Context: an optimization exercise on an open-source flow, tuned for a short achievable clock period and few clock cycles. The choices shown serve that exercise and are no tape-out recipe.
In this exercise RTL edits were held to simulation tests only and were not proved equivalent to the original.
Power is estimated from default activity; no workload was simulated.

the baseline:
// ccsds_tc_codec
module ccsds_tc_codec (
    input  wire        clk,
    input  wire        rst,
    input  wire        reg_wr,
    input  wire [3:0]  reg_addr,
    input  wire [31:0] reg_wdata,
    output reg  [31:0] reg_rdata,
    output wire        busy,
    output wire        mem_en,
    output wire        mem_we,
    output wire [15:0] mem_addr,
    output wire [7:0]  mem_wdata,
    input  wire [7:0]  mem_rdata
);
    localparam [3:0] A_CMD = 4'h0, A_STATUS = 4'h1, A_RESULT = 4'h2, A_PKT = 4'h3,
                     A_CAP = 4'h4, A_PLADDR = 4'h5, A_PLLEN = 4'h6, A_APID = 4'h7,
                     A_SEQ = 4'h8, A_FUNC = 4'h9, A_DAPID = 4'hA, A_DSEQ = 4'hB,
                     A_DLEN = 4'hC, A_DFUNC = 4'hD;
    localparam [3:0] E_NULL = 4'd1, E_SMALL = 4'd2, E_OVF = 4'd3, E_CSUM = 4'd4,
                     E_ACCESS = 4'd5, E_ILLEGAL = 4'd6;
    reg [3:0]  st_err;
    reg        st_valid;
    reg [16:0] result;
    reg [31:0] pkt, cap, pladdr, pllen, arg_apid, arg_seq, arg_func;
    reg [10:0] dec_apid;
    reg [13:0] dec_seq;
    reg [16:0] dec_len;
    reg [6:0]  dec_func;
    reg [15:0] pk1, pk2, pk3, pk4, pk5, pk6, pk7;
    reg [16:0] pk8;
    reg        busy_q;
    reg        c_cs, c_get, c_set, c_clr, c_bld;   
    reg        c_load, c_val, c_dec;               
    reg        c_ill;                              
    reg [3:0]  fld;
    reg [15:0] val;
    reg [8:0]  ph;         
    reg        en_q, we_q;
    reg [15:0] addr_q;
    reg [7:0]  wa_q, wx_q;
    reg        rd_pend;    
    reg        we_pend;    
    reg [7:0]  hd0, hd1, hd2, hd3, hd4, hd6;
    reg [15:0] lfield;     
  ...
Settings: LEC_CHECK=0, ABC_CLOCK_PERIOD_IN_PS=1000, CAP_MARGIN=30, CORE_MARGIN=2, CORE_UTILIZATION=35, SETUP_SLACK_MARGIN=5.0, SLEW_MARGIN=40, TNS_END_PERCENT=100; clock period 9.0 ns.
run.sh (not shown) runs the stock make flow with config.mk's settings and CLKGATE_MAP_FILE= SYNTH_SCRIPT=/design/flow/synth_recipe.tcl, a recipe that flattens the netlist after the stock synthesis.
Testbench counts of the baseline, summed over its fixed seeds: cycles 341,306.
Changes in the candidate relative to the baseline:
-- flow/design.v --
<<< the baseline, line 72
    assign mem_addr  = addr_q;
    assign mem_wdata = (mem_rdata & wa_q) ^ wx_q;
    reg [31:0] rg0, rg1, rg2, rg3;
    always @(*) begin
        case (reg_addr[1:0])
            2'd0: begin rg0 = 32'd0;                     rg1 = cap;      rg2 = arg_seq;            rg3 = {15'd0, dec_len}; end
            2'd1: begin rg0 = {27'd0, st_valid, st_err}; rg1 = pladdr;   rg2 = arg_func;           rg3 = {25'd0, dec_func}; end
            2'd2: begin rg0 = {15'd0, result};           rg1 = pllen;    rg2 = {21'd0, dec_apid};  rg3 = 32'd0; end
            default: begin rg0 = pkt;                    rg1 = arg_apid; rg2 = {18'd0, dec_seq};   rg3 = 32'd0; end
        endcase
        case (reg_addr[3:2])
            2'd0:    reg_rdata = rg0;
            2'd1:    reg_rdata = rg1;
            2'd2:    reg_rdata = rg2;
            default: reg_rdata = rg3;
        endcase
    end
>>> the candidate, line 72
    assign mem_addr  = addr_q;
    assign mem_wdata = (mem_rdata & wa_q) ^ wx_q;
    always @(*) begin
        case (reg_addr)
            A_STATUS: reg_rdata = {27'd0, st_valid, st_err};
            A_RESULT: reg_rdata = {15'd0, result};
            A_PKT:    reg_rdata = pkt;
            A_CAP:    reg_rdata = cap;
            A_PLADDR: reg_rdata = pladdr;
            A_PLLEN:  reg_rdata = pllen;
            A_APID:   reg_rdata = arg_apid;
            A_SEQ:    reg_rdata = arg_seq;
            A_FUNC:   reg_rdata = arg_func;
            A_DAPID:  reg_rdata = {21'd0, dec_apid};
            A_DSEQ:   reg_rdata = {18'd0, dec_seq};
            A_DLEN:   reg_rdata = {15'd0, dec_len};
            A_DFUNC:  reg_rdata = {25'd0, dec_func};
            default:  reg_rdata = 32'd0;
        endcase
    end
Findings:
- The candidate against the baseline: die area fell about 2%; clock group share of total power rose 1.1 points; via count fell about 2.4%.
- Weighted congestion reported at the end of routability-driven placement: the baseline and the candidate compared, lower one is the candidate
- The sequential share of layout area number comes out higher for the candidate vs the baseline.
- In the metrics for the baseline and the candidate, the one carrying the lower number of antenna violations at the first check in global routing is the candidate.
- Compared with the baseline, in the candidate sequential power now sits at about the same level, post-layout worst setup margin decreased by 0.0060 ns relative to the old numbers, combinational group share of total power moved down, number of fill cells dropped 212.
Testbench counts of the candidate, summed over its fixed seeds: cycles 341,306.

[static timing again, ports no longer ideal]
The results above use ideal ports. As a check the final layouts listed here were re-extracted and re-timed, cells and wires unchanged.
Step 1 (the two cells are an assumption about what drives the block):
set clk [get_ports {clk}]
set_driving_cell -lib_cell sky130_fd_sc_hd__clkbuf_16 $clk
set_driving_cell -lib_cell sky130_fd_sc_hd__buf_2 [delete_from_list [all_inputs] $clk]
Step 2 also shifts input and output timing later by t, the mid clock arrival at the registers, as if the neighbouring blocks saw the same clock.
a / b / c = no drivers / after step 1 / after step 2; a / b = the first two.
run | t (ns) | setup WS [ns] | worst hold slack (ns) | worst register clock-pin slew, ns | pins driven straight from the clock port
the baseline | 0.803 | 3.910 / 3.679 / 3.679 | 0.418 / 0.418 / 0.418 | 0.08 / 0.08 | 1
the candidate | 0.786 | 3.904 / 3.813 / 3.813 | 0.418 / 0.418 / 0.418 | 0.07 / 0.07 | 1
After both steps every run listed still meets setup and hold. The setup slack of the baseline, which loses most, moves by -0.231 ns with the drivers and by -0.231 ns with both steps.
